Context: an optimization exercise on an open-source flow, tuned for small area, a short achievable clock period and few clock cycles. The choices shown serve that exercise and are no tape-out recipe. At most, simulation tests tie the RTL to the original design; equivalence was not proved. Function not checked in runs 1 to 4: the RTL went through the layout flow alone. Power figures rest on the tool's default switching activity, not on a simulated workload.

[constraint.sdc]
create_clock -name core_clock -period 6.0 [get_ports {clk}]
set_input_delay 1.2000 -clock core_clock [delete_from_list [all_inputs] [get_ports {clk}]]
set_output_delay 1.2000 -clock core_clock [all_outputs]
set_load 0.01 [all_outputs]
[run.sh]
#!/bin/bash
# synth_recipe.tcl (not shown) runs the flow's synth.tcl, then flattens the netlist and writes it again
# the make line also repeats each setting of config.mk as NAME=value (left out here)
make -C /OpenROAD-flow-scripts/flow DESIGN_CONFIG=/design/flow/config.mk WORK_HOME=/design/flow/orfs CLKGATE_MAP_FILE= SYNTH_SCRIPT=/design/flow/synth_recipe.tcl finish
[config.mk]
export PLATFORM = sky130hd
export DESIGN_NAME = bdm_codec
export DESIGN_NICKNAME = bdm_codec
export VERILOG_FILES = /design/flow/design.v
export SDC_FILE = /design/flow/constraint.sdc
export NUM_CORES = 4
export LEC_CHECK = 0
export CAP_MARGIN = 20
export CORE_MARGIN = 2
export CORE_UTILIZATION = 40
export SLEW_MARGIN = 20
[design.v]
module bdm_codec (
    input  wire         clk,
    input  wire         rst,
    input  wire         req_valid,
    output wire         req_ready,
    input  wire [7:0]   req,
    input  wire [7:0]   p0,
    input  wire [7:0]   p1,
    input  wire [39:0]  hdr,
    input  wire [8:0]   din_len,
    input  wire         din_valid,
    output wire         din_ready,
    input  wire [7:0]   din_data,
    output wire         dout_valid,
    input  wire         dout_ready,
    output wire [7:0]   dout_data,
    output wire         dout_last,
    output wire         done,
    output wire [3:0]   st,
    output wire [2:0]   cls,
    output wire [7:0]   rb,
    output wire         rf,
    output wire [7:0]   opc,
    output wire [7:0]   ctl,
    output wire [7:0]   len,
    output wire [191:0] fld,
    output wire [7:0]   fv
);
    localparam [3:0] ST_OK        = 4'h0,
                     ST_EMPTY     = 4'h1,
                     ST_TRUNC     = 4'h2,
                     ST_CHECKSUM  = 4'h3,
                     ST_LENGTH    = 4'h4,
                     ST_UNEXP_OPC = 4'h5,
                     ST_PAY_SHORT = 4'h6,
                     ST_TOO_LONG  = 4'h7,
                     ST_ILL_OP    = 4'h8,
                     ST_ILL_ENT   = 4'h9;
    reg         rr;          
    reg         dr;          
    reg         dv;          
    reg         dl;          
    reg  [7:0]  dd;          
    reg         dn;          
    reg         k_din;       
    reg         k_csum;
    reg         k_verify;
    reg         k_frame;     
    reg         k_pget;      
    reg         k_ser;       
    reg         k_enc_hdr;   
    reg         k_enc_dat;   
    reg         k_enc_cs;    
    reg         k_build;     
    reg         skv;         
    reg  [3:0]  ent;
    reg  [8:0]  rem;         
    reg         lastf;       
    reg  [4:0]  c;           
    reg  [7:0]  m;           
    reg  [7:0]  x;           
    reg  [7:0]  acc;
    reg         lenbad;      
    reg  [7:0]  r_ctl;
    reg  [7:0]  r_opc;
    reg  [7:0]  b [0:13];
    reg  [3:0]  st_q;
    reg  [2:0]  cls_q;
    reg         rf_q;
    reg         rbsel;
    reg         okd;         
    reg  [7:0]  gf;          
    reg  [7:0] e_wop;
    reg  [7:0] e_grp;
    always @(*) begin
        case (ent)
            4'h0: begin e_wop = 8'h19; e_grp = 8'h01; end
            4'h1: begin e_wop = 8'h18; e_grp = 8'h00; end
            4'h2: begin e_wop = 8'hAD; e_grp = 8'h02; end
            4'h3: begin e_wop = 8'hAC; e_grp = 8'h00; end
            4'h4: begin e_wop = 8'h45; e_grp = 8'h04; end
            4'h5: begin e_wop = 8'h44; e_grp = 8'h00; end
            4'h6: begin e_wop = 8'h3B; e_grp = 8'h08; end
            4'h7: begin e_wop = 8'h3A; e_grp = 8'h00; end
            4'h8: begin e_wop = 8'h33; e_grp = 8'h10; end
            4'h9: begin e_wop = 8'h2F; e_grp = 8'h20; end
            4'hA: begin e_wop = 8'h85; e_grp = 8'h40; end
            4'hB: begin e_wop = 8'h15; e_grp = 8'h80; end
            default: begin e_wop = 8'h00; e_grp = 8'h00; end
        endcase
    end
    wire e_get = (e_grp != 8'h00);
    wire e_src = (ent == 4'h3);
    wire [3:0] rop = req[3:0];
    wire [3:0] ren = req[7:4];
    wire take = req_valid && rr;
    wire op_din   = (rop == 4'h1) || (rop == 4'h2) || (rop == 4'h3) ||
                    (rop == 4'h5) || (rop == 4'h7);
    wire ill_op   = (rop == 4'h0) || (rop > 4'h9);
    wire ill_ent  = ((rop == 4'h6) || (rop == 4'h7)) && (ren > 4'hB);
    wire too_long = (op_din && (din_len > 9'd261)) || ((rop == 4'h4) && (din_len > 9'd255));
    wire n_zero   = (din_len == 9'd0);
    wire frame_op = (rop == 4'h5) || (rop == 4'h7);
    wire r_get    = (ren == 4'h0) || (ren == 4'h2) || (ren == 4'h4) || (ren == 4'h6) ||
                    (ren == 4'h8) || (ren == 4'h9) || (ren == 4'hA) || (ren == 4'hB);
    reg [3:0] st_take;
    reg [2:0] cls_take;
    always @(*) begin
        if (ill_op)                              begin st_take = ST_ILL_OP;   cls_take = 3'd4; end
        else if (ill_ent)                        begin st_take = ST_ILL_ENT;  cls_take = 3'd4; end
        else if (too_long)                       begin st_take = ST_TOO_LONG; cls_take = 3'd4; end
        else if (frame_op && n_zero)             begin st_take = ST_EMPTY;    cls_take = 3'd1; end
        else if (frame_op && (din_len < 9'd7))   begin st_take = ST_TRUNC;    cls_take = 3'd1; end
        else                                     begin st_take = ST_OK;       cls_take = 3'd0; end
    end
    wire fail_take = ill_op || ill_ent || too_long;
    wire go_din    = op_din && !fail_take && !n_zero;
    wire go_enc    = (rop == 4'h4) && !too_long;
    wire go_build  = (rop == 4'h6) && !ill_ent;
    wire zero_len  = !(go_din || go_enc || go_build);
    wire [7:0] acc_fed = acc ^ p0;
    wire din_fire = din_valid && dr;
    wire adv      = !dv || dout_ready;               
    wire out_end  = dv && dout_ready && dl;          
    wire [4:0] c1 = (c == 5'd31) ? c : c + 5'd1;
    reg  [7:0] bbyte;
    always @(*) begin
        case (c[3:0])
            4'd1:    bbyte = 8'h01;
            4'd5:    bbyte = e_src ? 8'h07 : (e_get ? 8'h03 : 8'h04);
            4'd6:    bbyte = 8'h01;
            4'd7:    bbyte = e_wop;
            4'd8:    bbyte = e_get ? 8'h00 : r_ctl;
            4'd9:    bbyte = e_src ? r_opc : 8'h00;
            4'd10:   bbyte = e_src ? 8'h01 : 8'h00;
            default: bbyte = 8'h00;
        endcase
    end
    wire b_cs = (c[3:0] == (e_src ? 4'd13 : (e_get ? 4'd9 : 4'd10)));
    reg  [7:0] hbyte;
    always @(*) begin
        case (c[1:0])
            2'd1:    hbyte = b[0];
            2'd2:    hbyte = b[1];
            2'd3:    hbyte = b[2];
            default: hbyte = r_ctl;
        endcase
    end
    wire cs_ok   = (x == din_data);
    wire opbad   = (r_opc != e_wop);
    reg  pshort;
    always @(*) begin
        case (ent)
            4'h2:    pshort = (m < 8'd4);
            4'h8:    pshort = (m < 8'd5);
            4'hB:    pshort = (m < 8'd16);
            default: pshort = (m < 8'd3);
        endcase
    end
    wire trunc  = (st_q == ST_TRUNC);
    wire fin_ok = !trunc && cs_ok && !lenbad && !(k_pget && (opbad || pshort));
    reg [3:0] st_fin;
    reg [2:0] cls_fin;
    always @(*) begin
        if (trunc)                   begin st_fin = ST_TRUNC;     cls_fin = 3'd1; end
        else if (!cs_ok)             begin st_fin = ST_CHECKSUM;  cls_fin = 3'd2; end
        else if (lenbad)             begin st_fin = ST_LENGTH;    cls_fin = 3'd1; end
        else if (k_pget && opbad)    begin st_fin = ST_UNEXP_OPC; cls_fin = 3'd3; end
        else if (k_pget && pshort)   begin st_fin = ST_PAY_SHORT; cls_fin = 3'd3; end
        else                         begin st_fin = ST_OK;        cls_fin = 3'd0; end
    end
    wire din_end = k_din && din_fire && lastf;       
    wire ser_clr = take || (din_end && !fin_ok);
    wire [7:0] dz = din_data & {8{!ser_clr}};
    integer i;
    always @(posedge clk) begin
        if (rst) begin
            rr        <= 1'b1;
            dr        <= 1'b0;
            dv        <= 1'b0;
            dn        <= 1'b0;
            k_din     <= 1'b0;
            k_enc_hdr <= 1'b0;
            k_enc_dat <= 1'b0;
            k_enc_cs  <= 1'b0;
            k_build   <= 1'b0;
            skv       <= 1'b0;
            acc       <= 8'h00;
        end else begin
            dn <= 1'b0;
            if (take) begin
                rr        <= zero_len;
                dn        <= zero_len;
                dr        <= go_din;
                k_din     <= go_din;
                k_csum    <= (rop == 4'h2);
                k_verify  <= (rop == 4'h3);
                k_frame   <= frame_op;
                k_pget    <= (rop == 4'h7) && r_get;
                k_ser     <= (rop == 4'h7) && (ren == 4'hB);
                k_enc_hdr <= go_enc;
                k_enc_dat <= 1'b0;
                k_enc_cs  <= 1'b0;
                k_build   <= go_build;
                skv       <= 1'b0;
                ent       <= ren;
                rem       <= din_len;
                lastf     <= (din_len == 9'd1);
                m         <= din_len[7:0] - 8'd6;
                c         <= (go_enc || go_build) ? 5'd1 : 5'd0;
                dv        <= go_enc || go_build;
                dl        <= 1'b0;
                dd        <= go_enc ? hdr[7:0] : 8'hA6;
                x         <= (rop == 4'h9) ? acc_fed :
                             go_enc ? hdr[7:0] :
                             go_build ? 8'hA6 : 8'h00;
                if (rop == 4'h8) acc <= 8'h00;
                if (rop == 4'h9) acc <= acc_fed;
                st_q      <= st_take;
                cls_q     <= cls_take;
                rf_q      <= 1'b0;
                rbsel     <= (rop == 4'h1) || (rop == 4'h2) || (rop == 4'h9);
                okd       <= 1'b0;
                gf        <= 8'h00;
                b[0]      <= hdr[15:8];
                b[1]      <= hdr[23:16];
                b[2]      <= hdr[31:24];
                r_ctl     <= go_enc ? hdr[39:32] : p0;
                r_opc     <= p1;
            end
            for (i = 3; i < 14; i = i + 1)
                if (ser_clr || (k_ser && din_fire && c == i + 7))
                    b[i] <= dz;
            if (k_din && din_fire) begin
                c     <= c1;
                rem   <= rem - 9'd1;
                lastf <= (rem == 9'd2);
                if (!(k_csum && lastf)) x <= x ^ din_data;
                if (c == 5'd4) lenbad <= (din_data < 8'd2) || (din_data != m);
                if (c == 5'd5) r_ctl <= din_data;
                if (c == 5'd6) r_opc <= din_data;
                if (c == 5'd7) b[0] <= din_data;
                if (c == 5'd8) b[1] <= din_data;
                if (c == 5'd9) b[2] <= din_data;
                if (lastf) begin
                    dr    <= 1'b0;
                    k_din <= 1'b0;
                    dn    <= 1'b1;
                    rr    <= 1'b1;
                    rf_q  <= k_verify && cs_ok;
                    if (k_frame) begin
                        st_q  <= st_fin;
                        cls_q <= cls_fin;
                        okd   <= fin_ok;
                        gf    <= fin_ok ? (e_grp & {8{k_pget}}) : 8'h00;
                    end
                end
            end
            if (k_enc_hdr && adv) begin
                dd <= hbyte;
                x  <= x ^ hbyte;
                c  <= c1;
                if (c == 5'd4) begin
                    k_enc_hdr <= 1'b0;
                    if (rem == 9'd0) begin
                        k_enc_cs <= 1'b1;
                    end else begin
                        k_enc_dat <= 1'b1;
                        dr        <= 1'b1;
                    end
                end
            end
            if (k_enc_dat) begin
                if (din_fire) begin
                    rem   <= rem - 9'd1;
                    lastf <= (rem == 9'd2);
                    x     <= x ^ din_data;
                    if (adv) begin
                        dd <= din_data;
                        dv <= 1'b1;
                    end else begin
                        r_opc <= din_data;
                        skv   <= 1'b1;
                        dr    <= 1'b0;
                    end
                    if (lastf) begin
                        dr <= 1'b0;
                        if (adv) begin
                            k_enc_dat <= 1'b0;
                            k_enc_cs  <= 1'b1;
                        end
                    end
                end else if (skv && adv) begin
                    dd  <= r_opc;
                    dv  <= 1'b1;
                    skv <= 1'b0;
                    if (rem == 9'd0) begin
                        k_enc_dat <= 1'b0;
                        k_enc_cs  <= 1'b1;
                    end else begin
                        dr <= 1'b1;
                    end
                end else if (adv) begin
                    dv <= 1'b0;
                end
            end
            if (k_enc_cs && adv) begin
                dd       <= x;
                dv       <= 1'b1;
                dl       <= 1'b1;
                k_enc_cs <= 1'b0;
            end
            if (k_build && adv) begin
                c <= c1;
                if (b_cs) begin
                    dd      <= x;
                    dl      <= 1'b1;
                    k_build <= 1'b0;
                end else begin
                    dd <= bbyte;
                    x  <= x ^ bbyte;
                end
            end
            if (out_end) begin
                dv <= 1'b0;
                dl <= 1'b0;
                dn <= 1'b1;
                rr <= 1'b1;
            end
        end
    end
    assign req_ready  = rr;
    assign din_ready  = dr;
    assign dout_valid = dv;
    assign dout_data  = dd;
    assign dout_last  = dl;
    assign done       = dn;
    assign st         = st_q;
    assign cls        = cls_q;
    assign rb         = x & {8{rbsel}};
    assign rf         = rf_q;
    assign opc        = r_opc & {8{okd}};
    assign ctl        = r_ctl & {8{okd}};
    assign len        = m & {8{okd}};
    assign fv         = gf;
    assign fld[  7:  0] = b[0] & {8{gf[0]}};                  
    assign fld[ 15:  8] = b[0] & {8{gf[1]}};                  
    assign fld[ 23: 16] = b[1] & {8{gf[1]}};                  
    assign fld[ 31: 24] = b[0] & {8{gf[2]}};                  
    assign fld[ 39: 32] = {6'd0, b[0][1:0] & {2{gf[3]}}};     
    assign fld[ 47: 40] = b[0] & {8{gf[4]}};                  
    assign fld[ 55: 48] = b[1] & {8{gf[4]}};                  
    assign fld[ 63: 56] = b[2] & {8{gf[4]}};                  
    assign fld[ 71: 64] = b[0] & {8{gf[5]}};                  
    assign fld[ 79: 72] = b[0] & {8{gf[6]}};                  
    assign fld[ 87: 80] = b[0] & {8{gf[7]}};                  
    assign fld[ 95: 88] = b[1] & {8{gf[7]}};                  
    assign fld[103: 96] = b[2] & {8{gf[7]}};                  
    genvar g;
    generate
        for (g = 3; g < 14; g = g + 1) begin : g_ser
            assign fld[80 + 8*g +: 8] = b[g];                 
        end
    endgenerate
endmodule
==> results.py, run 1 <==
metrics = {
    "synthesis": {
        "synthXorXnorAreaFrac": 0.0278,
        "synth_commonest_cells": "196 x edfxtp_1, 146 x and2_1, 104 x nand2_1",
        "synth-seq-cells": 230,
        "syn_area_sq_um": 12900,
        "yosys.area_share.simple": 0.212,
        "yosys.area.top_type": "edfxtp_1",
        "synth.area.top_cells": "edfxtp_1 46%, and2_1 7.1%, dfxtp_1 5.3%, nand2_1 3.0%, a21oi_1 2.9%",
        "synth_compound_area_frac": 0.167,
        "synth_most_common_cell": "edfxtp_1",
        "synth-main-ff-cell": "edfxtp_1",
        "synth_top_family_by_area": "simple AND/OR/NAND/NOR gates",
        "async_flop_share": 0,
        "synth-edff-count": 196,
        "synthDominantCellAreaShare": 0.456,
        "synthMuxAreaShare": 0.0305,
        "synth_cell_types": 74,
        "synth_adder_area_share": 0.0155,
        "avgSynthCellArea_sq_um": 10.1,
        "ys_warn_count": 2,
        "yosysSeqAreaShare": 0.509,
        "syn_inst": 1277,
    },
    "critical_path": {
        "r2r_end": "b[12][0]",
        "reg2reg_depth": 6,
        "r2r_setup_slack_ns": 2.50,
        "cp_data_arrival_time_ns": 4.20,
        "cpMaxStageDelayCell": "nor4_1",
        "crit_family": "simple AND/OR/NAND/NOR gates",
        "crit_fanout": 16,
        "end_kind": "flop",
        "cp.depth": 6,
        "required_ns": 6.16,
        "criticalPathCategory": "input pin to flop",
        "crit_end": "b[6][7]",
        "cpPeakStageDelay_ns": 0.88,
        "crit_start": "din_valid",
        "cp_cell_sequence": "clkdlybuf4s50_1 -> and2_1 -> nand2_1 -> nor4_1 -> a21oi_1 -> a21oi_1",
        "start_kind": "input pin",
        "crit_top_cell": "a21oi_1",
        "r2r_start": "r_opc[1]",
        "worst-path-buf-inv": 1,
    },
    "pwr": {
        "p_leak_nw": 6.22,
        "cellPowerDensity_nw_per_um2": 257,
        "ir_worst_vdd_mv": 0.182,
    },
    "clocking": {
        "clockRootBuffer": "clkbuf_16",
        "cts_num_sinks": 230,
        "cts.path.max_buffers": 3,
        "ctsHoldBuffers": 0,
        "path_clk_slew_ns": 0.06,
        "cts_tree": "done",
        "clock_latency_ns": 0.54,
        "cts_resized": 0,
        "cts_setup_buffers": 0,
        "numCtsBuffers": 25,
        "cts_htree_levels": 1,
    },
    "grt": {
        "grt_overflow": 0,
        "grt.total_usage": 0.279,
        "grt_pass1_wl_microns": 70700,
        "grt_antenna_before_repair": 1,
        "grt_pass1_vias": 10900,
        "grt_max_degree": 80,
    },
    "run": {
        "drv_cap": 0,
    },
    "timing": {
        "timing.setup.tns_ns": 0,
        "max_slew.worst_pin.slew_ns": 1.13,
        "setup_viol": 0,
        "maxSlewHeadroom": 0.241,
        "grt_setup_unrepaired": "false",
        "hold_viol_final": 0,
        "fmax_mhz": 248,
        "post-route-min-period_ns": 4.04,
        "slew_violations": 0,
        "finClkSkew_ns": 0.00963,
        "fin_crit_sh": 0.673,
    },
    "worst_hold_path": {
        "holdPathStages": 1,
        "min_path_type": "flop to flop",
    },
    "route": {
        "wl_microns": 48100,
        "dr.pass1.iters": 6,
        "wl_per_cell_microns": 24.2,
        "dr_total_vias": 11700,
        "detail_route.vias_per_cell": 5.89,
        "ant_nets": 0,
        "drc": 0,
        "drtIter0Drc": 1328,
    },
    "layout": {
        "finalNetCount": 1666,
        "regArea_sq_um": 6570,
        "drive_gt1_frac": 0.0449,
        "final_util": 0.548,
        "area_growth_pct": 34.3,
        "antenna_cells": 0,
        "fillers": 2830,
        "multi_input_area_sq_um": 5870,
    },
    "die": {
        "io_pins": 339,
        "coreArea_sq_um": 31600,
        "dieHeight_microns": 184,
        "die-area_sq_um": 33700,
        "initial_core_util": 0.408,
        "num_rows": 65,
        "die_w_microns": 184,
    },
    "placement": {
        "numPortBuffers": 332,
        "gp_congestion": 0.928,
        "hpwlAfterDp_microns": 35700,
    },
    "status": {
        "status": "finished clean",
    },
}
-- worst min path at each step --
stage | startpoint | end
final | acc[1] | acc[1]
after floorplan | acc[0] | acc[0]
after CTS | acc[4] | acc[4]
after detailed placement | acc[2] | acc[2]
after global placement | acc[5] | acc[5]
after global routing | acc[5] | acc[5]
-- per-stage QoR --
step	hold slack [ns]	power (mW)	setup slack (ns)	area, sq um	cells
2_1_floorplan	0.457	2.40	2.22	12900	1282
3_5_place_dp	0.486	2.86	1.47	16500	1939
5_1_grt	0.526	4.61	1.82	17300	1984
6_report	0.498	4.45	1.96	17300	1984
4_1_cts	0.495	4.46	2.03	17300	1984
3_3_place_gp	0.469	2.85	1.55	16500	1939
-- registers in the layout, summed over array words and instances (netlist names), 3 cells and up --
name,cells
m,8
r_ctl,8
cls_q,3
b,112
gf,8
e_wop,8
st_q,4
dd,8
c,5
rem,9
ent,4
e_grp,8
x,8
acc,8
r_opc,8
-- per-layer routing --
metal,global-route usage,wire (microns),up-vias
met2,0.473,23100,635
met4,0.0886,1550,0
met5,0,0,-
met1,0.370,19600,5646
li1,-,-,5320
met3,0.0355,3890,88
-- cells in the final DEF (no fill, tap or decap), types with 13 or more instances in the layout --
cell type        instances
ha_1                    16
o21ai_0                 75
mux2i_1                 37
a221o_1                 13
and2_1                 145
o221ai_1                13
nor3_1                  22
nand2_1                104
xor2_1                  29
clkdlybuf4s50_1        332
clkbuf_16               26
inv_1                   25
and3_1                  33
nor2_1                  87
a21oi_1                 75
dfxtp_1                 34
edfxtp_1               196
a211oi_1                17
a31oi_1                 21
nand3_1                 35
nor2b_1                 14
-- layout make-up --
type	count	area share
flip-flops and latches	230	0.379
well taps	402	0.0290
inverters	26	0.00570
clock inverters	15	0.0105
clock buffers	30	0.0396
repair buffers	345	0.198
multi-input cells	936	0.339
-- report_power, final --
group | total (mW) | internal (mW) | switching (mW)
registers | 2.02 | 1.87 | 0.143
logic | 0.817 | 0.399 | 0.419
clock network | 1.62 | 0.954 | 0.663
-- logic make-up (layout without fill, tap and decap cells) --
family                   after synthesis  count (layout)
AO/OA/AOI/OAI                        323             323
buffers and inverters                116             416
other                                  1               6
XOR/XNOR                              41              41
adder cells (fa/ha/maj)               16              16
multiplexers                          39              39
flip-flops                           230             230
AND/OR/NAND/NOR                      511             511
==> run 2: changes to the inputs <==
--- a/config.mk
+++ b/config.mk
@@ -9,3 +9,4 @@
 export CORE_MARGIN = 2
 export CORE_UTILIZATION = 40
+export SETUP_SLACK_MARGIN = 3.5
 export SLEW_MARGIN = 20
==> run 2 against run 1 <==
Flip-flop and latch count unchanged. Combinational power up 41%. Worst setup slack better by 1.2 ns. Register-to-register slack better by 0.93 ns.
==> results.py, run 2 <==
metrics = {
    "timing": {
        "timing.setup.tns_ns": 0,
        "setup_viol": 0,
        "max_slew.worst_pin.slew_ns": 0.898,
        "finClkSkew_ns": 0.0219,
        "maxSlewHeadroom": 0.401,
        "hold_viol_final": 0,
        "post-route-min-period_ns": 2.82,
        "slew_violations": 0,
        "timing.final.ws_setup_ns": 3.18,
        "grt_setup_unrepaired": "true",
        "fin_crit_sh": 0.470,
        "fmax_mhz": 355,
    },
    "clocking": {
        "cts.path.max_buffers": 3,
        "cts_htree_levels": 1,
        "cts_tree": "done",
        "numCtsBuffers": 25,
        "path_clk_slew_ns": 0.07,
        "clock_latency_ns": 0.54,
        "clockRootBuffer": "clkbuf_16",
        "cts_num_sinks": 230,
    },
    "synthesis": {
        "ys_warn_count": 2,
        "syn_inst": 1277,
        "async_flop_share": 0,
        "synth.area.top_cells": "edfxtp_1 46%, and2_1 7.1%, dfxtp_1 5.3%, nand2_1 3.0%, a21oi_1 2.9%",
        "synth_commonest_cells": "196 x edfxtp_1, 146 x and2_1, 104 x nand2_1",
        "synth-main-ff-cell": "edfxtp_1",
        "synthDominantCellAreaShare": 0.456,
        "synth_cell_types": 74,
        "yosys.area.top_type": "edfxtp_1",
        "yosysSeqAreaShare": 0.509,
        "avgSynthCellArea_sq_um": 10.1,
        "synth_most_common_cell": "edfxtp_1",
        "synth-seq-cells": 230,
        "synth-edff-count": 196,
        "syn_area_sq_um": 12900,
    },
    "grt": {
        "grt_pass1_wl_microns": 77900,
        "grt_antenna_before_repair": 1,
        "grt_overflow": 0,
        "grt_max_degree": 63,
        "grt.total_usage": 0.309,
        "grt_pass1_vias": 12100,
    },
    "layout": {
        "top_regs": "b: 112 flops, rem: 9 flops",
        "finalNetCount": 1862,
        "final_common_cell": "edfxtp_1",
        "largest_register_ff_count": 112,
        "area_growth_pct": 57.4,
        "drive_gt1_frac": 0.378,
        "final_util": 0.642,
        "fin_cells": 2183,
        "most-common-layout-cells": "196 x edfxtp_1, 177 x buf_6, 129 x buf_4",
        "top_register": "b",
    },
    "route": {
        "drc": 0,
        "detail_route.vias_per_cell": 5.90,
        "ant_nets": 0,
        "dr_total_vias": 12900,
        "dr.pass1.iters": 9,
        "drtIter0Drc": 1413,
        "wl_per_cell_microns": 25.3,
        "wl_microns": 55200,
    },
    "pwr": {
        "cellPowerDensity_nw_per_um2": 238,
        "ir_worst_vdd_mv": 0.195,
        "p_leak_nw": 8.22,
    },
    "critical_path": {
        "cpPeakStageDelay_ns": 0.43,
        "crit_top_cell": "buf_6",
        "cpMaxStageDelayCell": "edfxtp_1",
        "start_kind": "flop",
        "cp_cell_sequence": "buf_6 -> buf_6 -> buf_6 -> and2_4 -> buf_6",
        "worst-path-buf-inv": 4,
        "end_kind": "output port",
        "crit_family": "buffers and inverters",
        "crit_fanout": 5,
        "cp_data_arrival_time_ns": 1.62,
        "required_ns": 4.80,
        "criticalPathCategory": "flop to output port",
    },
    "placement": {
        "hpwlAfterDp_microns": 36200,
        "dp_cells": 1937,
        "numPortBuffers": 332,
        "gp_congestion": 0.929,
        "dp_slack_ns": 1.59,
    },
    "status": {
        "status": "finished clean",
    },
    "die": {
        "num_rows": 65,
        "die_w_microns": 184,
        "initial_core_util": 0.408,
        "io_pins": 339,
        "coreArea_sq_um": 31600,
        "dieHeight_microns": 184,
        "die-area_sq_um": 33700,
    },
    "run": {
        "drv_cap": 0,
    },
    "worst_hold_path": {
        "min_path_type": "flop to flop",
    },
}
-- run 2: cell counts after synthesis --
No cell type changed its count.
-- run 2: cells by family (layout without fill, tap and decap cells) --
kind of cell,after synthesis,in the layout,share of synthesized area
AO/OA/AOI/OAI,323,324,0.167
XOR/XNOR,41,41,0.0278
adder cells (fa/ha/maj),16,16,0.0155
buffers and inverters,116,608,0.0378
flip-flops,230,230,0.509
multiplexers,39,39,0.0305
other,1,8,0.000291
AND/OR/NAND/NOR,511,515,0.212
-- run 2: path summary, 6_finish.rpt --
path	startpoint	end	slack, ns	cells past startpoint
min reg2reg	acc[6]	acc[6]	0.49	1
min	acc[6]	acc[6]	0.49	1
max	gf[7]	fld[101]	3.18	5
max reg2reg	c[1]	x[3]	3.43	7
-- run 2: where the power goes --
group,total [mW],switching (mW),internal (mW)
Clock,1.70,0.694,1.01
Sequential,1.98,0.107,1.87
Combinational,1.15,0.582,0.563
Total,4.82,1.38,3.44
-- run 2: per-stage QoR --
step / total power, mW / area [sq um] / hold WS (ns)
2_1_floorplan: 2.43 / 13400 / 0.457
3_3_place_gp: 2.89 / 16800 / 0.470
3_5_place_dp: 2.89 / 16800 / 0.486
4_1_cts: 4.68 / 19000 / 0.496
5_1_grt: 4.97 / 20300 / 0.519
6_report: 4.82 / 20300 / 0.494
-- run 2: final cells by class --
| type | instances | area, sq um |
|---|---|---|
| antenna | 2 | 5.00 |
| clock buffer | 26 | 639 |
| clock inverter | 20 | 270 |
| fill | 2572 | 11300 |
| inverter | 26 | 101 |
| multi-input combinational | 941 | 7090 |
| sequential | 230 | 6580 |
| tap | 402 | 503 |
| timing repair buffer | 536 | 5120 |
-- run 2: worst register-to-register path: cells and delay by family (launching register included) --
family | cells | cell delay, ns
AOI/OAI and AO/OA | 4 | 1.20
xor gates and xnor gates | 1 | 0.22
adders and majority gates | 1 | 0.20
buffers and inverters | 1 | 0.20
DFF | 1 | 0.50
-- run 2: metal layers --
metal / up-vias / GRT usage / routed length, microns
met5: - / 0 / 0
met2: 719 / 0.521 / 26400
met4: 0 / 0.136 / 2780
met3: 137 / 0.0424 / 4230
met1: 6279 / 0.398 / 21700
li1: 5737 / - / -
-- run 2: repair_timing --
| item | in CTS | in global routing |
|---|---|---|
| setup buffers | 133 | 56 |
| pin swaps | 68 | 51 |
| cloned | 7 | 2 |
| hold buffers | 0 | 0 |
| setup endpoints to repair | 627 | 392 |
| resized for setup | 905 | 314 |
==> run 3: changes to the inputs <==
==> flow/run.sh (new file) <==
#!/bin/bash
set -euo pipefail
export BUFFER_PORTS_ARGS="-buffer_cell sky130_fd_sc_hd__buf_1"
bash standard.sh > standard.log 2>&1
==> standard.sh (new file) <==
#!/bin/bash
# synth_recipe.tcl (not shown) runs the flow's synth.tcl, then flattens the netlist and writes it again
# the make line also repeats each setting of config.mk as NAME=value (left out here)
make -C /OpenROAD-flow-scripts/flow DESIGN_CONFIG=/design/flow/config.mk WORK_HOME=/design/flow/orfs CLKGATE_MAP_FILE= SYNTH_SCRIPT=/design/flow/synth_recipe.tcl "${@:-finish}"
removed: run.sh
==> run 3 against run 2 <==
Non-clock buffer count down 74. Wire length down 4.8%. Count of clock-buffer cells in the layout up 7. Flip-flop and latch count is the same. Design area shrank 12%. Sequential power about the same. Clock skew decreased by 0.0019 ns. Critical endpoint is now len[5]. Highest routed layer unchanged.
==> results.py, run 3 <==
metrics = {
    "timing": {
        "fmax_mhz": 370,
        "timing.setup.tns_ns": 0,
        "timing.final.ws_setup_ns": 3.30,
        "maxSlewHeadroom": 0.436,
        "max_slew.worst_pin.slew_ns": 0.847,
        "setup_viol": 0,
        "fin_crit_sh": 0.450,
        "grt_setup_unrepaired": "true",
        "post-route-min-period_ns": 2.70,
        "hold_viol_final": 0,
        "slew_violations": 0,
        "finClkSkew_ns": 0.0200,
    },
    "grt": {
        "grt.total_usage": 0.294,
        "grt_pass1_wl_microns": 74300,
        "grt_pass1_vias": 11700,
        "grt_max_degree": 42,
        "grt_antenna_before_repair": 0,
        "grt_overflow": 0,
    },
    "pwr": {
        "ir_worst_vdd_mv": 0.188,
        "switching_share": 0.289,
        "power_switching_mw": 1.30,
        "p_seq_frac": 0.441,
        "p_leak_nw": 6.60,
        "cellPowerDensity_nw_per_um2": 253,
        "pwr-share-comb": 0.206,
        "internal_power_mw": 3.20,
        "clockPowerShare": 0.353,
    },
    "synthesis": {
        "syn_inst": 1277,
        "synthMuxAreaShare": 0.0305,
        "synthDominantCellAreaShare": 0.456,
        "syn_area_sq_um": 12900,
        "synth-edff-count": 196,
        "synth_top_family_by_area": "simple AND/OR/NAND/NOR gates",
        "synth-seq-cells": 230,
        "async_flop_share": 0,
        "yosysSeqAreaShare": 0.509,
        "yosys.area_share.simple": 0.212,
        "synth_cell_types": 74,
        "ys_warn_count": 2,
        "synth_adder_area_share": 0.0155,
        "synth_compound_area_frac": 0.167,
        "synth_commonest_cells": "196 x edfxtp_1, 146 x and2_1, 104 x nand2_1",
        "synth_most_common_cell": "edfxtp_1",
        "synthXorXnorAreaFrac": 0.0278,
        "avgSynthCellArea_sq_um": 10.1,
        "yosys.area.top_type": "edfxtp_1",
        "synth.area.top_cells": "edfxtp_1 46%, and2_1 7.1%, dfxtp_1 5.3%, nand2_1 3.0%, a21oi_1 2.9%",
        "synth-main-ff-cell": "edfxtp_1",
    },
    "clocking": {
        "clockRootBuffer": "clkbuf_16",
        "cts_htree_levels": 1,
        "path_clk_slew_ns": 0.06,
        "cts.path.max_buffers": 3,
        "cts_num_sinks": 230,
        "clock_latency_ns": 0.54,
        "numCtsBuffers": 26,
        "ctsHoldBuffers": 0,
        "cts_tree": "done",
    },
    "worst_hold_path": {
        "min_path_type": "flop to flop",
    },
    "critical_path": {
        "start_kind": "flop",
        "crit_start": "okd",
        "end_kind": "output port",
        "r2r_setup_slack_ns": 3.48,
        "crit_fanout": 13,
        "criticalPathCategory": "flop to output port",
        "cp_data_arrival_time_ns": 1.50,
        "required_ns": 4.80,
        "reg2reg_depth": 8,
        "r2r_end": "dd[1]",
        "r2r_start": "c[0]",
        "crit_end": "len[5]",
    },
    "layout": {
        "multi_input_area_sq_um": 6890,
        "top_register": "b",
        "area_growth_pct": 38.0,
        "regArea_sq_um": 6570,
        "largest_register_ff_count": 112,
        "finalNetCount": 1793,
        "final_common_cell": "buf_1",
        "final_area_sq_um": 17800,
        "fillers": 2774,
        "top_regs": "b: 112 flops, rem: 9 flops",
        "final_util": 0.563,
        "most-common-layout-cells": "265 x buf_1, 196 x edfxtp_1, 105 x and2_1",
        "drive_gt1_frac": 0.247,
    },
    "route": {
        "ant_nets": 0,
        "drtIter0Drc": 1317,
        "dr_total_vias": 12600,
        "wl_microns": 52500,
        "detail_route.vias_per_cell": 5.98,
        "wl_per_cell_microns": 24.9,
        "drc": 0,
        "dr.pass1.iters": 6,
    },
    "die": {
        "die-area_sq_um": 33700,
        "initial_core_util": 0.408,
        "io_pins": 339,
        "die_w_microns": 184,
        "coreArea_sq_um": 31600,
        "dieHeight_microns": 184,
        "num_rows": 65,
    },
    "placement": {
        "numPortBuffers": 332,
        "hpwlAfterDp_microns": 34400,
        "dp_slack_ns": 1.86,
        "dpl_cell_area_sq_um": 14800,
        "gp_congestion": 0.944,
    },
    "run": {
        "drv_cap": 0,
    },
    "status": {
        "status": "finished clean",
    },
}
[run 3: per-layer routing]
| metal | track usage | vias up | wire length (microns) | part of all wire |
|---|---|---|---|---|
| met1 | 0.371 | 6141 | 20100 | 0.38 |
| met4 | 0.149 | 0 | 2800 | 0.053 |
| li1 | - | 5601 | - | - |
| met3 | 0.0402 | 123 | 4310 | 0.082 |
| met2 | 0.493 | 766 | 25400 | 0.48 |
| met5 | 0 | - | 0 | 0 |
[run 3: cell families (layout without fill, tap and decap cells)]
group,Yosys count,after routing
simple gates,511,519
buf+inv,116,535
mux,39,39
compound gates,323,324
fa+ha+maj,16,16
other cells,1,7
flops,230,230
xor+xnor,41,41
[run 3: final cells by class]
type,instances,area share
sequential,230,0.369
timing repair buffer,462,0.162
antenna,1,0.000141
multi-input combinational,945,0.387
tap,402,0.0283
clock buffer,33,0.0386
inverter,26,0.00569
clock inverter,14,0.00885
[run 3: worst min-delay path by stage]
stage / from / endpoint / cells past startpoint
6_report: acc[4] / acc[4] / 1
5_1_grt: acc[6] / acc[6] / 1
4_1_cts: acc[4] / acc[4] / 1
3_5_place_dp: acc[4] / acc[4] / 1
3_3_place_gp: acc[6] / acc[6] / 1
2_1_floorplan: acc[0] / acc[0] / 1
[run 3: stage by stage]
stage | std cells | hold WS [ns] | total power [mW]
CTS | 2085 | 0.490 | 4.40
detailed placement | 1940 | 0.482 | 2.72
floorplan | 1282 | 0.457 | 2.43
global placement | 1940 | 0.471 | 2.71
global route | 2112 | 0.514 | 4.65
finish | 2113 | 0.491 | 4.50
[run 3: repair_timing]
action	in CTS	in global routing
gates cloned	8	3
pin swaps	27	44
setup buffers	90	24
setup endpoints to repair	415	333
gates resized for setup	121	230
[run 3: worst max-delay path, stage by stage (launching register included)]
cell and delay, ns:
edfxtp_1 0.45, buf_12 0.19, and2_1 0.19, buf_1 0.14
[run 3: power by group through the flow]
stage,Sequential [mW],Clock [mW],Combinational (mW)
global route,1.99,1.67,0.988
detailed placement,2.05,0,0.671
CTS,1.98,1.60,0.821
global placement,2.05,0,0.665
finish,1.99,1.59,0.928
floorplan,1.98,0,0.449
==> run 4: changes to the inputs <==
--- a/design.v
+++ b/design.v
@@ -54,4 +54,6 @@
     reg         k_build;     
     reg         skv;         
+    reg         k_trunc;     
+    reg         k_xsel;      
     reg  [3:0]  ent;
     reg  [8:0]  rem;         
@@ -158,5 +160,5 @@
         endcase
     end
-    wire trunc  = (st_q == ST_TRUNC);
+    wire trunc  = k_trunc;
     wire fin_ok = !trunc && cs_ok && !lenbad && !(k_pget && (opbad || pshort));
     reg [3:0] st_fin;
@@ -173,4 +175,13 @@
     wire ser_clr = take || (din_end && !fin_ok);
     wire [7:0] dz = din_data & {8{!ser_clr}};
+    wire [7:0] x_cs = x ^ (dv ? dd : 8'h00);
+    always @(posedge clk) begin
+        st_q  <= take ? st_take : (din_end && k_frame) ? st_fin : ST_OK;
+        cls_q <= take ? cls_take : (din_end && k_frame) ? cls_fin : 3'd0;
+        rf_q  <= din_end && k_verify && cs_ok;
+        rbsel <= (take && (rop == 4'h9)) || (din_end && k_xsel);
+        okd   <= din_end && k_frame && fin_ok;
+        gf    <= (din_end && k_pget && fin_ok) ? e_grp : 8'h00;
+    end
     integer i;
     always @(posedge clk) begin
@@ -208,19 +219,13 @@
                 lastf     <= (din_len == 9'd1);
                 m         <= din_len[7:0] - 8'd6;
-                c         <= (go_enc || go_build) ? 5'd1 : 5'd0;
+                c         <= ((rop == 4'h4) || (rop == 4'h6)) ? 5'd1 : 5'd0;
                 dv        <= go_enc || go_build;
                 dl        <= 1'b0;
-                dd        <= go_enc ? hdr[7:0] : 8'hA6;
-                x         <= (rop == 4'h9) ? acc_fed :
-                             go_enc ? hdr[7:0] :
-                             go_build ? 8'hA6 : 8'h00;
+                dd        <= (rop == 4'h4) ? hdr[7:0] : 8'hA6;
+                x         <= (rop == 4'h9) ? acc_fed : 8'h00;
                 if (rop == 4'h8) acc <= 8'h00;
                 if (rop == 4'h9) acc <= acc_fed;
-                st_q      <= st_take;
-                cls_q     <= cls_take;
-                rf_q      <= 1'b0;
-                rbsel     <= (rop == 4'h1) || (rop == 4'h2) || (rop == 4'h9);
-                okd       <= 1'b0;
-                gf        <= 8'h00;
+                k_trunc   <= frame_op && (din_len < 9'd7);
+                k_xsel    <= (rop == 4'h1) || (rop == 4'h2);
                 b[0]      <= hdr[15:8];
                 b[1]      <= hdr[23:16];
@@ -248,16 +253,8 @@
                     dn    <= 1'b1;
                     rr    <= 1'b1;
-                    rf_q  <= k_verify && cs_ok;
-                    if (k_frame) begin
-                        st_q  <= st_fin;
-                        cls_q <= cls_fin;
-                        okd   <= fin_ok;
-                        gf    <= fin_ok ? (e_grp & {8{k_pget}}) : 8'h00;
-                    end
                 end
             end
             if (k_enc_hdr && adv) begin
                 dd <= hbyte;
-                x  <= x ^ hbyte;
                 c  <= c1;
                 if (c == 5'd4) begin
@@ -275,5 +272,4 @@
                     rem   <= rem - 9'd1;
                     lastf <= (rem == 9'd2);
-                    x     <= x ^ din_data;
                     if (adv) begin
                         dd <= din_data;
@@ -306,5 +302,5 @@
             end
             if (k_enc_cs && adv) begin
-                dd       <= x;
+                dd       <= x_cs;
                 dv       <= 1'b1;
                 dl       <= 1'b1;
@@ -314,12 +310,13 @@
                 c <= c1;
                 if (b_cs) begin
-                    dd      <= x;
+                    dd      <= x_cs;
                     dl      <= 1'b1;
                     k_build <= 1'b0;
                 end else begin
                     dd <= bbyte;
-                    x  <= x ^ bbyte;
                 end
             end
+            if ((k_enc_hdr || k_enc_dat || k_enc_cs || k_build) && dv && dout_ready)
+                x <= x_cs;
             if (out_end) begin
                 dv <= 1'b0;
==> run.sh (new file) <==
#!/bin/bash
# synth_recipe.tcl (not shown) runs the flow's synth.tcl, then flattens the netlist and writes it again
# the make line also repeats each setting of config.mk as NAME=value (left out here)
make -C /OpenROAD-flow-scripts/flow DESIGN_CONFIG=/design/flow/config.mk WORK_HOME=/design/flow/orfs CLKGATE_MAP_FILE= SYNTH_SCRIPT=/design/flow/synth_recipe.tcl finish
removed: flow/run.sh
removed: standard.sh
==> run 4 against run 3 <==
Design area is 14% higher. Register-to-register slack lost 0.14 ns. Critical path type is now input pin to flop. Worst setup slack worse by 0.065 ns. Total power down 3.0%. Wire length up 6.3%. Synthesized cell count grew 0.86%. Non-clock buffer count rose by 93. First-iteration DRC count increased by 8.5%. Synthesized area shrank 1.0%. Combinational power decreased by 8.7%. Via count up 1.3%. Still clean.
==> results.py, run 4 <==
metrics = {
    "placement": {
        "numPortBuffers": 332,
        "hpwlAfterDp_microns": 37000,
        "gp_congestion": 0.952,
    },
    "clocking": {
        "numCtsBuffers": 26,
        "cts_num_sinks": 232,
        "clock_latency_ns": 0.55,
        "path_clk_slew_ns": 0.06,
        "cts.path.max_buffers": 3,
        "cts_htree_levels": 1,
        "clockRootBuffer": "clkbuf_16",
        "cts_tree": "done",
    },
    "synthesis": {
        "synth-edff-count": 180,
        "async_flop_share": 0,
        "syn_area_sq_um": 12800,
        "synthXorXnorAreaFrac": 0.0316,
        "synth_most_common_cell": "edfxtp_1",
        "synthMuxAreaShare": 0.0115,
        "synth.area.top_cells": "edfxtp_1 42%, dfxtp_1 8.2%, and2_1 6.9%, nand2_1 4.1%, a21oi_1 2.4%",
        "ys_warn_count": 2,
        "synth_commonest_cells": "180 x edfxtp_1, 140 x and2_1, 138 x nand2_1",
        "synth-seq-cells": 232,
        "yosysSeqAreaShare": 0.505,
        "synthDominantCellAreaShare": 0.423,
        "yosys.area_share.simple": 0.228,
        "synth_cell_types": 83,
        "synth-main-ff-cell": "edfxtp_1",
        "syn_inst": 1288,
        "yosys.area.top_type": "edfxtp_1",
        "avgSynthCellArea_sq_um": 9.91,
        "synth_compound_area_frac": 0.165,
        "synth_top_family_by_area": "simple AND/OR/NAND/NOR gates",
        "synth_adder_area_share": 0.0157,
    },
    "layout": {
        "multi_input_area_sq_um": 6820,
        "largest_register_ff_count": 112,
        "final_util": 0.645,
        "top_register": "b",
        "area_growth_pct": 59.1,
        "most-common-layout-cells": "180 x edfxtp_1, 180 x buf_6, 133 x nand2_1",
        "regArea_sq_um": 6490,
        "finalNetCount": 1889,
        "fillers": 2579,
        "drive_gt1_frac": 0.365,
        "top_regs": "b: 112 flops, rem: 9 flops",
    },
    "timing": {
        "grt_setup_unrepaired": "true",
        "timing.setup.tns_ns": 0,
        "hold_viol_final": 0,
        "whs_ns": 0.485,
        "slew_violations": 0,
        "max_slew.worst_pin.slew_ns": 0.712,
        "setup_viol": 0,
        "finClkSkew_ns": 0.00952,
        "fin_crit_sh": 0.461,
        "maxSlewHeadroom": 0.525,
        "fmax_mhz": 361,
        "post-route-min-period_ns": 2.77,
    },
    "critical_path": {
        "worst-path-buf-inv": 2,
        "required_ns": 6.42,
        "cp_cell_sequence": "buf_12 -> xnor2_4 -> nand4_1 -> or3_4 -> a2111o_4 -> a211oi_4 -> buf_4",
        "cpPeakStageDelay_ns": 0.58,
        "start_kind": "input pin",
        "cp_data_arrival_time_ns": 3.18,
        "end_kind": "flop",
        "cpMaxStageDelayCell": "a2111o_4",
        "criticalPathCategory": "input pin to flop",
        "crit_family": "compound AO/OA/AOI/OAI gates",
        "crit_fanout": 8,
    },
    "die": {
        "initial_core_util": 0.406,
        "coreArea_sq_um": 31500,
        "die_w_microns": 183,
        "dieHeight_microns": 183,
        "num_rows": 65,
        "die-area_sq_um": 33400,
        "io_pins": 339,
    },
    "route": {
        "drc": 0,
        "drtIter0Drc": 1429,
        "wl_microns": 55900,
        "dr.pass1.iters": 6,
        "dr_total_vias": 12800,
        "detail_route.vias_per_cell": 5.79,
        "wl_per_cell_microns": 25.3,
        "ant_nets": 0,
    },
    "grt": {
        "grt_antenna_before_repair": 4,
        "grt_pass1_wl_microns": 79000,
        "grt_max_degree": 72,
        "grt.total_usage": 0.319,
        "grt_overflow": 0,
        "grt_pass1_vias": 12200,
    },
    "worst_hold_path": {
        "min_path_type": "flop to flop",
    },
    "status": {
        "status": "finished clean",
    },
    "pwr": {
        "power.total_mw": 4.37,
        "cellPowerDensity_nw_per_um2": 215,
        "p_leak_nw": 8.28,
        "ir_worst_vdd_mv": 0.235,
    },
    "run": {
        "drv_cap": 0,
    },
}
==> run 4: cell count changes after synthesis, sizes merged, moves of 9 or more <==
cell / previous run / this run
nand2: 104 / 138
edfxtp: 196 / 180
a21oi: 76 / 60
mux2i: 37 / 9
inv: 26 / 37
nor2: 90 / 73
and3: 33 / 18
a21o: 12 / 3
dfxtp: 34 / 52
a31oi: 21 / 47
nor3: 22 / 40
xnor2: 12 / 24
and4: 1 / 11
o21ai: 76 / 57
==> run 4: per-stage QoR <==
step / worst slack (ns) / std cells / area [sq um]
2_1_floorplan: 2.71 / 1293 / 13300
4_1_cts: 3.27 / 2163 / 19000
3_3_place_gp: 1.63 / 1949 / 16600
3_5_place_dp: 1.60 / 1949 / 16600
5_1_grt: 3.20 / 2211 / 20300
6_report: 3.23 / 2211 / 20300
==> run 4: worst register-to-register path: stages, from the launching register on <==
cell      delay (ns)
edfxtp_1        0.43
buf_4           0.20
xnor2_4         0.20
nand4_1         0.17
or3_4           0.44
a2111o_4        0.58
a211oi_4        0.35
buf_4           0.17
==> run 4: kinds of logic after synthesis <==
kind of cell | Yosys count
compound gates | 302
xor+xnor | 46
fa+ha+maj | 16
buf+inv | 128
flops | 232
mux | 14
other cells | 1
simple gates | 549
==> run 4: routing by layer <==
layer | up-vias | GRT usage | wire length (microns)
met3 | 155 | 0.0559 | 4520
met2 | 743 | 0.541 | 26700
met4 | 2 | 0.153 | 3210
met1 | 6155 | 0.393 | 21400
li1 | 5745 | - | -
met5 | - | 0.00148 | 13
==> run 4: layout make-up <==
type,count,share of cell area
Sequential cell,232,0.319
Clock inverter,16,0.00622
Multi-Input combinational cell,935,0.336
Antenna cell,2,0.000247
Clock buffer,32,0.0352
Timing Repair Buffer,555,0.271
Tap cell,402,0.0248
Inverter,37,0.00721
==> run 4: power by group <==
group          internal (mW)  switching, mW
registers               1.85         0.0882
logic                  0.387          0.461
clock network          0.897          0.679
==> run 4: final timing paths <==
path / end / cells past startpoint / slack, ns / startpoint
worst max-delay path: b[13][4] / 7 / 3.23 / din_data[7]
worst min-delay path: gf[7] / 1 / 0.49 / e_grp[7]
worst max register to register: b[13][4] / 7 / 3.34 / x[7]
worst min register to register: gf[7] / 1 / 0.49 / e_grp[7]
==> run 4: repair_timing <==
action	CTS	global route
pin swaps	66	49
cloned	5	2
buffers inserted	161	44
setup endpoints to repair	640	370
hold buffers	0	0
resized for setup	959	253
==> run 5: changes to the inputs <==
--- a/design.v
+++ b/design.v
@@ -44,9 +44,4 @@
     reg         dn;          
     reg         k_din;       
-    reg         k_csum;
-    reg         k_verify;
-    reg         k_frame;     
-    reg         k_pget;      
-    reg         k_ser;       
     reg         k_enc_hdr;   
     reg         k_enc_dat;   
@@ -54,5 +49,9 @@
     reg         k_build;     
     reg         skv;         
-    reg         k_trunc;     
+    reg         k_csum;
+    reg         k_verify;
+    reg         k_frame;     
+    reg         k_pget;      
+    reg         k_ser;       
     reg         k_xsel;      
     reg  [3:0]  ent;
@@ -63,5 +62,8 @@
     reg  [7:0]  x;           
     reg  [7:0]  acc;
-    reg         lenbad;      
+    reg         f_trunc;     
+    reg         f_len;       
+    reg         f_pshort;    
+    reg         f_opc;       
     reg  [7:0]  r_ctl;
     reg  [7:0]  r_opc;
@@ -75,4 +77,5 @@
     reg  [7:0] e_wop;
     reg  [7:0] e_grp;
+    reg  [7:0] e_minl;        
     always @(*) begin
         case (ent)
@@ -91,4 +94,10 @@
             default: begin e_wop = 8'h00; e_grp = 8'h00; end
         endcase
+        case (ent)
+            4'h2:    e_minl = 8'd4;
+            4'h8:    e_minl = 8'd5;
+            4'hB:    e_minl = 8'd16;
+            default: e_minl = 8'd3;
+        endcase
     end
     wire e_get = (e_grp != 8'h00);
@@ -113,5 +122,4 @@
         else if (too_long)                       begin st_take = ST_TOO_LONG; cls_take = 3'd4; end
         else if (frame_op && n_zero)             begin st_take = ST_EMPTY;    cls_take = 3'd1; end
-        else if (frame_op && (din_len < 9'd7))   begin st_take = ST_TRUNC;    cls_take = 3'd1; end
         else                                     begin st_take = ST_OK;       cls_take = 3'd0; end
     end
@@ -149,31 +157,22 @@
         endcase
     end
-    wire cs_ok   = (x == din_data);
-    wire opbad   = (r_opc != e_wop);
-    reg  pshort;
-    always @(*) begin
-        case (ent)
-            4'h2:    pshort = (m < 8'd4);
-            4'h8:    pshort = (m < 8'd5);
-            4'hB:    pshort = (m < 8'd16);
-            default: pshort = (m < 8'd3);
-        endcase
-    end
-    wire trunc  = k_trunc;
-    wire fin_ok = !trunc && cs_ok && !lenbad && !(k_pget && (opbad || pshort));
+    wire [7:0] x_cs = x ^ (dv ? dd : 8'h00);
+    wire cs_ok  = (x == din_data);
+    wire pre_ok = !f_trunc && !f_len && !f_opc && !f_pshort;
+    wire fin_ok = pre_ok && cs_ok;
     reg [3:0] st_fin;
     reg [2:0] cls_fin;
     always @(*) begin
-        if (trunc)                   begin st_fin = ST_TRUNC;     cls_fin = 3'd1; end
-        else if (!cs_ok)             begin st_fin = ST_CHECKSUM;  cls_fin = 3'd2; end
-        else if (lenbad)             begin st_fin = ST_LENGTH;    cls_fin = 3'd1; end
-        else if (k_pget && opbad)    begin st_fin = ST_UNEXP_OPC; cls_fin = 3'd3; end
-        else if (k_pget && pshort)   begin st_fin = ST_PAY_SHORT; cls_fin = 3'd3; end
-        else                         begin st_fin = ST_OK;        cls_fin = 3'd0; end
+        if (f_trunc)          begin st_fin = ST_TRUNC;     cls_fin = 3'd1; end
+        else if (!cs_ok)      begin st_fin = ST_CHECKSUM;  cls_fin = 3'd2; end
+        else if (f_len)       begin st_fin = ST_LENGTH;    cls_fin = 3'd1; end
+        else if (f_opc)       begin st_fin = ST_UNEXP_OPC; cls_fin = 3'd3; end
+        else if (f_pshort)    begin st_fin = ST_PAY_SHORT; cls_fin = 3'd3; end
+        else                  begin st_fin = ST_OK;        cls_fin = 3'd0; end
     end
     wire din_end = k_din && din_fire && lastf;       
-    wire ser_clr = take || (din_end && !fin_ok);
-    wire [7:0] dz = din_data & {8{!ser_clr}};
-    wire [7:0] x_cs = x ^ (dv ? dd : 8'h00);
+    wire       capw = k_din && k_ser && !lastf;
+    wire [7:0] bz   = din_data & {8{capw}};
+    wire       bclr = take || (din_end && !fin_ok);
     always @(posedge clk) begin
         st_q  <= take ? st_take : (din_end && k_frame) ? st_fin : ST_OK;
@@ -200,4 +199,29 @@
         end else begin
             dn <= 1'b0;
+            if (rr) begin
+                k_csum   <= (rop == 4'h2);
+                k_verify <= (rop == 4'h3);
+                k_frame  <= frame_op;
+                k_pget   <= (rop == 4'h7) && r_get;
+                k_ser    <= (rop == 4'h7) && (ren == 4'hB);
+                k_xsel   <= (rop == 4'h1) || (rop == 4'h2);
+                ent      <= ren;
+                rem      <= din_len;
+                lastf    <= (din_len == 9'd1);
+                m        <= din_len[7:0] - 8'd6;
+                c        <= ((rop == 4'h4) || (rop == 4'h6)) ? 5'd1 : 5'd0;
+                dl       <= 1'b0;
+                dd       <= (rop == 4'h4) ? hdr[7:0] : 8'hA6;
+                x        <= (rop == 4'h9) ? acc_fed : 8'h00;
+                f_trunc  <= frame_op && (din_len < 9'd7);
+                f_len    <= 1'b0;
+                f_pshort <= 1'b0;
+                f_opc    <= 1'b0;
+                b[0]     <= hdr[15:8];
+                b[1]     <= hdr[23:16];
+                b[2]     <= hdr[31:24];
+                r_ctl    <= (rop == 4'h4) ? hdr[39:32] : p0;
+                r_opc    <= p1;
+            end
             if (take) begin
                 rr        <= zero_len;
@@ -205,36 +229,13 @@
                 dr        <= go_din;
                 k_din     <= go_din;
-                k_csum    <= (rop == 4'h2);
-                k_verify  <= (rop == 4'h3);
-                k_frame   <= frame_op;
-                k_pget    <= (rop == 4'h7) && r_get;
-                k_ser     <= (rop == 4'h7) && (ren == 4'hB);
                 k_enc_hdr <= go_enc;
-                k_enc_dat <= 1'b0;
-                k_enc_cs  <= 1'b0;
                 k_build   <= go_build;
-                skv       <= 1'b0;
-                ent       <= ren;
-                rem       <= din_len;
-                lastf     <= (din_len == 9'd1);
-                m         <= din_len[7:0] - 8'd6;
-                c         <= ((rop == 4'h4) || (rop == 4'h6)) ? 5'd1 : 5'd0;
                 dv        <= go_enc || go_build;
-                dl        <= 1'b0;
-                dd        <= (rop == 4'h4) ? hdr[7:0] : 8'hA6;
-                x         <= (rop == 4'h9) ? acc_fed : 8'h00;
                 if (rop == 4'h8) acc <= 8'h00;
                 if (rop == 4'h9) acc <= acc_fed;
-                k_trunc   <= frame_op && (din_len < 9'd7);
-                k_xsel    <= (rop == 4'h1) || (rop == 4'h2);
-                b[0]      <= hdr[15:8];
-                b[1]      <= hdr[23:16];
-                b[2]      <= hdr[31:24];
-                r_ctl     <= go_enc ? hdr[39:32] : p0;
-                r_opc     <= p1;
             end
             for (i = 3; i < 14; i = i + 1)
-                if (ser_clr || (k_ser && din_fire && c == i + 7))
-                    b[i] <= dz;
+                if (bclr || (k_ser && din_fire && c == i + 7))
+                    b[i] <= bz;
             if (k_din && din_fire) begin
                 c     <= c1;
@@ -242,5 +243,9 @@
                 lastf <= (rem == 9'd2);
                 if (!(k_csum && lastf)) x <= x ^ din_data;
-                if (c == 5'd4) lenbad <= (din_data < 8'd2) || (din_data != m);
+                if (c == 5'd4) begin
+                    f_len    <= (din_data < 8'd2) || (din_data != m);
+                    f_pshort <= k_pget && (m < e_minl);
+                end
+                if (c == 5'd6) f_opc <= k_pget && (din_data != e_wop);
                 if (c == 5'd5) r_ctl <= din_data;
                 if (c == 5'd6) r_opc <= din_data;
==> flow/run.sh (new file) <==
#!/bin/bash
set -euo pipefail
export BUFFER_PORTS_ARGS="-buffer_cell sky130_fd_sc_hd__buf_1"
bash standard.sh > standard.log 2>&1
==> standard.sh (new file) <==
#!/bin/bash
# synth_recipe.tcl (not shown) runs the flow's synth.tcl, then flattens the netlist and writes it again
# the make line also repeats each setting of config.mk as NAME=value (left out here)
make -C /OpenROAD-flow-scripts/flow DESIGN_CONFIG=/design/flow/config.mk WORK_HOME=/design/flow/orfs CLKGATE_MAP_FILE= SYNTH_SCRIPT=/design/flow/synth_recipe.tcl "${@:-finish}"
removed: run.sh
==> run 5 against run 4 <==
Utilization fell by 8.9 points. Worst hold slack got worse by 0.043 ns. Flip-flop and latch count up 2. Largest cell class is now sequential cells. Largest power group unchanged.
==> results.py, run 5 <==
metrics = {
    "synthesis": {
        "yosysSeqAreaShare": 0.514,
        "ys_warn_count": 2,
        "synth_commonest_cells": "182 x edfxtp_1, 154 x and2_1, 87 x nor2_1",
        "synth-edff-count": 182,
        "syn_inst": 1226,
        "yosys.area.top_type": "edfxtp_1",
        "synth_most_common_cell": "edfxtp_1",
        "synth.area.top_cells": "edfxtp_1 43%, dfxtp_1 8.2%, and2_1 7.6%, mux2i_1 4.3%, nor2_1 2.6%",
        "synth_cell_types": 80,
        "async_flop_share": 0,
        "avgSynthCellArea_sq_um": 10.3,
        "synth-seq-cells": 234,
        "synth-main-ff-cell": "edfxtp_1",
        "synthDominantCellAreaShare": 0.432,
        "syn_area_sq_um": 12700,
    },
    "timing": {
        "maxSlewHeadroom": 0.381,
        "timing.setup.tns_ns": 0,
        "slew_violations": 0,
        "hold_viol_final": 0,
        "fmax_mhz": 386,
        "fin_crit_sh": 0.432,
        "finClkSkew_ns": 0.0112,
        "post-route-min-period_ns": 2.59,
        "grt_setup_unrepaired": "true",
        "max_slew.worst_pin.slew_ns": 0.924,
        "setup_viol": 0,
    },
    "critical_path": {
        "cp_data_arrival_time_ns": 1.39,
        "start_kind": "flop",
        "crit_fanout": 8,
        "crit_family": "flip-flops",
        "criticalPathCategory": "flop to output port",
        "cpPeakStageDelay_ns": 0.52,
        "worst-path-buf-inv": 1,
        "r2r_start": "c[1]",
        "required_ns": 4.80,
        "cp_cell_sequence": "and2_1 -> clkbuf_2",
        "crit_start": "b[0][3]",
        "end_kind": "output port",
        "cpMaxStageDelayCell": "edfxtp_1",
    },
    "layout": {
        "finalNetCount": 1750,
        "area_growth_pct": 37.8,
        "top_regs": "b: 112 flops, rem: 9 flops",
        "most-common-layout-cells": "224 x buf_1, 182 x edfxtp_1, 105 x buf_4",
        "largest_register_ff_count": 112,
        "final_common_cell": "buf_1",
        "fillers": 2742,
        "drive_gt1_frac": 0.262,
        "fin_cells": 2068,
        "top_register": "b",
    },
    "grt": {
        "grt_antenna_before_repair": 1,
        "grt_pass1_vias": 10800,
        "grt_pass1_wl_microns": 67400,
        "grt_overflow": 0,
        "grt.total_usage": 0.268,
        "grt_max_degree": 64,
    },
    "clocking": {
        "cts_htree_levels": 1,
        "clockRootBuffer": "clkbuf_16",
        "numCtsBuffers": 26,
        "cts.path.max_buffers": 3,
        "cts_num_sinks": 234,
        "path_clk_slew_ns": 0.06,
        "clock_latency_ns": 0.54,
        "cts_tree": "done",
    },
    "pwr": {
        "cellPowerDensity_nw_per_um2": 239,
        "ir_worst_vdd_mv": 0.194,
        "p_leak_nw": 6.79,
        "power.total_mw": 4.16,
    },
    "worst_hold_path": {
        "min_path_type": "flop to flop",
        "hp-start": "k_xsel",
    },
    "route": {
        "dr_total_vias": 11600,
        "detail_route.vias_per_cell": 5.63,
        "drc": 0,
        "wl_microns": 47400,
        "ant_nets": 0,
        "dr.pass1.iters": 5,
        "drtIter0Drc": 1123,
        "wl_per_cell_microns": 22.9,
    },
    "die": {
        "initial_core_util": 0.403,
        "coreArea_sq_um": 31400,
        "die-area_sq_um": 33100,
        "die_w_microns": 182,
        "num_rows": 65,
        "dieHeight_microns": 182,
        "io_pins": 339,
    },
    "placement": {
        "gp_congestion": 0.922,
        "hpwlAfterDp_microns": 31900,
        "dp_cells": 1896,
        "numPortBuffers": 332,
    },
    "status": {
        "status": "finished clean",
    },
    "run": {
        "drv_cap": 0,
    },
}
run 5: through the flow:
stage / hold WS [ns] / util / instance area (sq um) / setup WS [ns]
after floorplan: 0.416 / - / 13000 / 3.14
after global placement: 0.426 / 0.460 / 14400 / 1.83
after detailed placement: 0.438 / 0.460 / 14400 / 1.74
after CTS: 0.455 / 0.522 / 16400 / 3.40
after global routing: 0.488 / 0.556 / 17400 / 3.35
final: 0.443 / 0.556 / 17400 / 3.41
run 5: cell type report:
| type | count | area, sq um | share of cell area |
|---|---|---|---|
| Timing Repair Buffer | 465 | 3030 | 0.174 |
| Inverter | 33 | 128 | 0.00732 |
| Timing Repair inverter | 1 | 5.00 | 0.000287 |
| Tap cell | 402 | 503 | 0.0288 |
| Multi-Input combinational cell | 884 | 6360 | 0.364 |
| Clock buffer | 35 | 704 | 0.0404 |
| Clock inverter | 13 | 184 | 0.0105 |
| Antenna cell | 1 | 2.50 | 0.000143 |
| Sequential cell | 234 | 6540 | 0.375 |
run 5: worst paths after layout:
path                   to  slack, ns  cells after the start
setup / recovery  fld[27]       3.41                      2
setup reg to reg    dd[5]       3.48                      7
hold / removal      rbsel       0.44                      2
hold reg to reg     rbsel       0.44                      2
run 5: logic make-up (layout without fill, tap and decap cells):
| group | after synthesis | in the layout | share of synthesized area |
|---|---|---|---|
| compound gates | 270 | 270 | 0.143 |
| flops | 234 | 234 | 0.514 |
| mux | 56 | 56 | 0.0444 |
| other cells | 1 | 7 | 0.000296 |
| buf+inv | 114 | 547 | 0.0382 |
| simple gates | 489 | 490 | 0.212 |
| xor+xnor | 43 | 43 | 0.0297 |
| fa+ha+maj | 19 | 19 | 0.0188 |
run 5: report_power, final:
part | leakage, nW | internal [mW] | switching, mW
Clock | 0.426 | 0.999 | 0.673
Combinational | 4.25 | 0.228 | 0.336
Sequential | 2.12 | 1.85 | 0.0814
Total | 6.79 | 3.08 | 1.09
run 5: worst reg2reg max path, stage by stage (launching register included):
cell	delay [ns]
edfxtp_1	0.55
inv_2	0.11
ha_4	0.21
a222oi_1	0.57
mux2i_1	0.18
mux2i_1	0.17
o221ai_1	0.13
a221o_1	0.34
run 5: per-layer routing:
layer	share of wire	up-vias	GRT usage
li1	-	5338	-
met1	0.40	5667	0.343
met2	0.49	532	0.462
met3	0.065	99	0.0335
met4	0.039	2	0.108
met5	0.00021	-	0
run 5: timing repair:
item | in CTS | in global routing
resized for setup | 136 | 240
gates cloned | 2 | 7
buffers inserted | 80 | 34
pin swaps | 17 | 22
setup endpoints to repair | 336 | 279
hold buffers | 0 | 0
Testbench counts of run 5, summed over its fixed seeds: cycles 26,777.

==> separate check: timing with driven ports <==
How much do the figures lean on ideal ports? The routed layouts below were timed once more, with nothing changed but the port constraints.
Step 1: set_driving_cell puts a clkbuf_16 on clk and a buf_2 on each other input, an assumption about the parent block.
Step 2 also shifts input and output timing later by t, the mid clock arrival at the registers, as if the neighbouring blocks saw the same clock.
Slacks: ideal ports / drivers / drivers and shift; pairs: ideal ports / drivers.
run	t, ns	setup slack, ns	hold slack, ns	clock arrival spread, ns	worst register clock-pin slew, ns
run 1	0.587	1.964 / 1.976 / 1.389	0.498 / 0.498 / 0.498	0.009 / 0.010	0.07 / 0.07
run 2	0.582	3.180 / 3.130 / 2.806	0.494 / 0.494 / 0.494	0.024 / 0.024	0.07 / 0.07
run 3	0.585	3.297 / 3.245 / 2.865	0.491 / 0.491 / 0.491	0.020 / 0.020	0.07 / 0.07
run 4	0.595	3.232 / 3.234 / 2.639	0.485 / 0.485 / 0.485	0.010 / 0.010	0.06 / 0.06
run 5	0.591	3.410 / 3.357 / 2.908	0.443 / 0.443 / 0.443	0.011 / 0.011	0.07 / 0.07
After both steps setup and hold are still met in every run listed. The setup slack of run 4, which loses most, moves by +0.002 ns with the drivers and by -0.593 ns with both steps.
